Context: an optimization exercise on an open-source flow, tuned for small area, a short achievable clock period and few clock cycles. The choices shown serve that exercise and are no tape-out recipe. Function was checked by simulation only, so behaviour that the tests miss may differ from the original. Power is estimated from default activity; no workload was simulated.

// framing_core
module framing_core #(
    parameter CAP = 32
) (
    input  wire        clk,
    input  wire        rst,           
    input  wire        cmd_valid,
    input  wire [15:0] cmd_data,
    output wire        cmd_ready,
    output reg         resp_valid,
    output reg  [9:0]  resp_data,     
    output reg         ev_valid,
    output reg  [2:0]  ev_kind,       
    output reg  [23:0] ev_arg,
    input  wire        wait_done,
    input  wire        rx_valid,
    input  wire [7:0]  rx_data,
    input  wire        rx_last,
    input  wire        rx_empty,
    output wire        rx_ready
);
    localparam [7:0] START = 8'h02;
    localparam [7:0] END_  = 8'h04;
    localparam NB = CAP - 4;           
    localparam [2:0] EV_TXBEGIN = 3'd1, EV_TXWRITE = 3'd2, EV_TXEND = 3'd3,
                     EV_WAIT = 3'd4, EV_POLL = 3'd5;
    localparam O_CRC_RESET = 0,  O_CRC_CALC = 1,   O_CRC_UPDATE = 2, O_CRC_READ = 3,
               O_ENC_RESET = 4,  O_ENC_WRITE = 5,  O_ENC_END = 6,    O_ENC_AVAIL = 7,
               O_ENC_READ = 8,   O_ENC_PKTLEN = 9,
               O_DEC_RESET = 10, O_DEC_WRITE = 11, O_DEC_AVAIL = 12, O_DEC_READ = 13,
               O_DEC_ISOPEN = 14, O_DEC_HASERR = 15, O_DEC_LASTERR = 16, O_DEC_TOTLEN = 17,
               O_REQ_ADDR = 18,  O_REQ_RESPLEN = 19, O_REQ_DLO = 20, O_REQ_DHI = 21,
               O_REQ_ATT = 22,   O_REQ_START = 23, O_REQ_STATUS = 24, O_REQ_AVAIL = 25,
               O_REQ_READ = 26;
    localparam NOP = 27;
    wire [7:0] c_opc = cmd_data[15:8];
  ...
==> flow/config.mk <==
export PLATFORM = sky130hd
export DESIGN_NAME = framing_core
export DESIGN_NICKNAME = framing_core
export VERILOG_FILES = /design/flow/design.v
export SDC_FILE = /design/flow/constraint.sdc
export NUM_CORES = 4
export LEC_CHECK = 0
export ABC_AREA = 1
export CAP_MARGIN = 20
export CORE_MARGIN = 2
export CORE_UTILIZATION = 40
export CTS_CLUSTER_DIAMETER = 90
export CTS_CLUSTER_SIZE = 26
export SLEW_MARGIN = 20
==> flow/constraint.sdc <==
create_clock -name core_clock -period 8.0 [get_ports {clk}]
set_input_delay 1.6000 -clock core_clock [delete_from_list [all_inputs] [get_ports {clk}]]
set_output_delay 1.6000 -clock core_clock [all_outputs]
set_load 0.01 [all_outputs]
standard.sh (not shown) runs the stock make flow with config.mk's settings and CLKGATE_MAP_FILE= SYNTH_SCRIPT=/design/flow/synth_recipe.tcl, a recipe that flattens the netlist after the stock synthesis.
==> flow/flow/run.sh <==
#!/bin/bash
set -euo pipefail
bash standard.sh SETUP_SLACK_MARGIN=5.05 finish > standard.log 2>&1
The baseline completed and failed the layout checks on max-capacitance violations, max-slew violations.
Testbench counts at the start, summed over its fixed seeds: cycles 21,000.
Next try:
==> flow/flow/run.sh (replaced) <==
#!/bin/bash
set -euo pipefail
bash standard.sh SETUP_SLACK_MARGIN=5.15 finish > standard.log 2>&1
--- a/flow/config.mk
+++ b/flow/config.mk
@@ -11 +11 @@
-export CORE_UTILIZATION = 40
+export CORE_UTILIZATION = 50
@@ -13,0 +14 @@
+export PLACE_DENSITY = 0.8
This time the run finished clean.
Synthesized cell count is unchanged.
Wire length goes down by about 2.7%.
Fmax increases by about 1.7%.
Area after synthesis stays the same.
Final cell count goes down by about 6%.
Core utilization increases by 11 points.
Next try:
--- a/flow/config.mk
+++ b/flow/config.mk
@@ -11 +11 @@
-export CORE_UTILIZATION = 50
+export CORE_UTILIZATION = 40
@@ -14 +14 @@
-export PLACE_DENSITY = 0.8
+export PLACE_DENSITY = 0.68
Wire length climbs by a few percent.
Die area climbs by a quarter to a third.
Clock skew climbs by 11 ps.
Global-route usage drops by 4.4 points.
Via count drops slightly.
Sequential power is about the same.
Total power stays flat.
Count of clock-buffer cells in the layout drops by 1.
Design area climbs slightly.
Non-clock buffer count climbs by 43.
Next try:
--- a/flow/config.mk
+++ b/flow/config.mk
@@ -14 +14 @@
-export PLACE_DENSITY = 0.68
+export PLACE_DENSITY = 0.75
Effect: The changed run completed with no timing, DRC or antenna violations; power hardly moves; final cell count shrinks slightly; sequential cell count is unchanged; register-to-register slack improves by 97 ps; synthesized cell count stays the same; maximum frequency goes up slightly; wire length fell slightly; first-iteration DRC count is higher by roughly a tenth; critical path depth came out lower by 11.
Next try:
--- a/flow/config.mk
+++ b/flow/config.mk
@@ -14 +13,0 @@
-export PLACE_DENSITY = 0.75
What happened: The changed run ran to the end with no violations; setup slack got worse by 11 ps; wire length rises slightly; worst hold slack improved by 5.9 ps; sequential power hardly moves; global-route usage rises by 0.65 points; total power rises slightly; sequential share of layout area falls by 0.44 points; synthesized area stays the same; non-clock buffer count rises by 9; utilization rises by 0.38 points.

## afterwards: timing with drivers on the ports
No port has a modelled driver above. Below, the same layouts with a new extraction and two added sets of constraints.
Step 1 (the two cells are an assumption about what drives the block):
set clk [get_ports {clk}]
set_driving_cell -lib_cell sky130_fd_sc_hd__clkbuf_16 $clk
set_driving_cell -lib_cell sky130_fd_sc_hd__buf_2 [delete_from_list [all_inputs] $clk]
Step 2 adds t to the input delays and takes it off the output delays; t is the mean of the earliest and latest rising clock arrival at the registers after step 1. Input paths then give back, and output paths get back, about the clock's delay inside the block.
Slacks: ideal / step 1 / step 2; pairs: ideal / step 1.
run | t (ns) | setup WS [ns] | latest minus earliest clock arrival (ns) | cell pins on the clock port's net
the first run | 0.698 | 5.090 / 5.025 / 4.525 | 0.045 / 0.045 | 1
the second run | 0.683 | 5.139 / 5.069 / 4.643 | 0.037 / 0.037 | 1
the third run | 0.700 | 5.113 / 5.054 / 4.596 | 0.043 / 0.043 | 1
the fourth run | 0.699 | 5.166 / 5.097 / 4.627 | 0.030 / 0.031 | 1
the fifth run | 0.696 | 5.155 / 5.084 / 4.616 | 0.036 / 0.036 | 1
The setup slack of the first run, which loses most, moves by -0.065 ns with the drivers and by -0.565 ns with both steps.
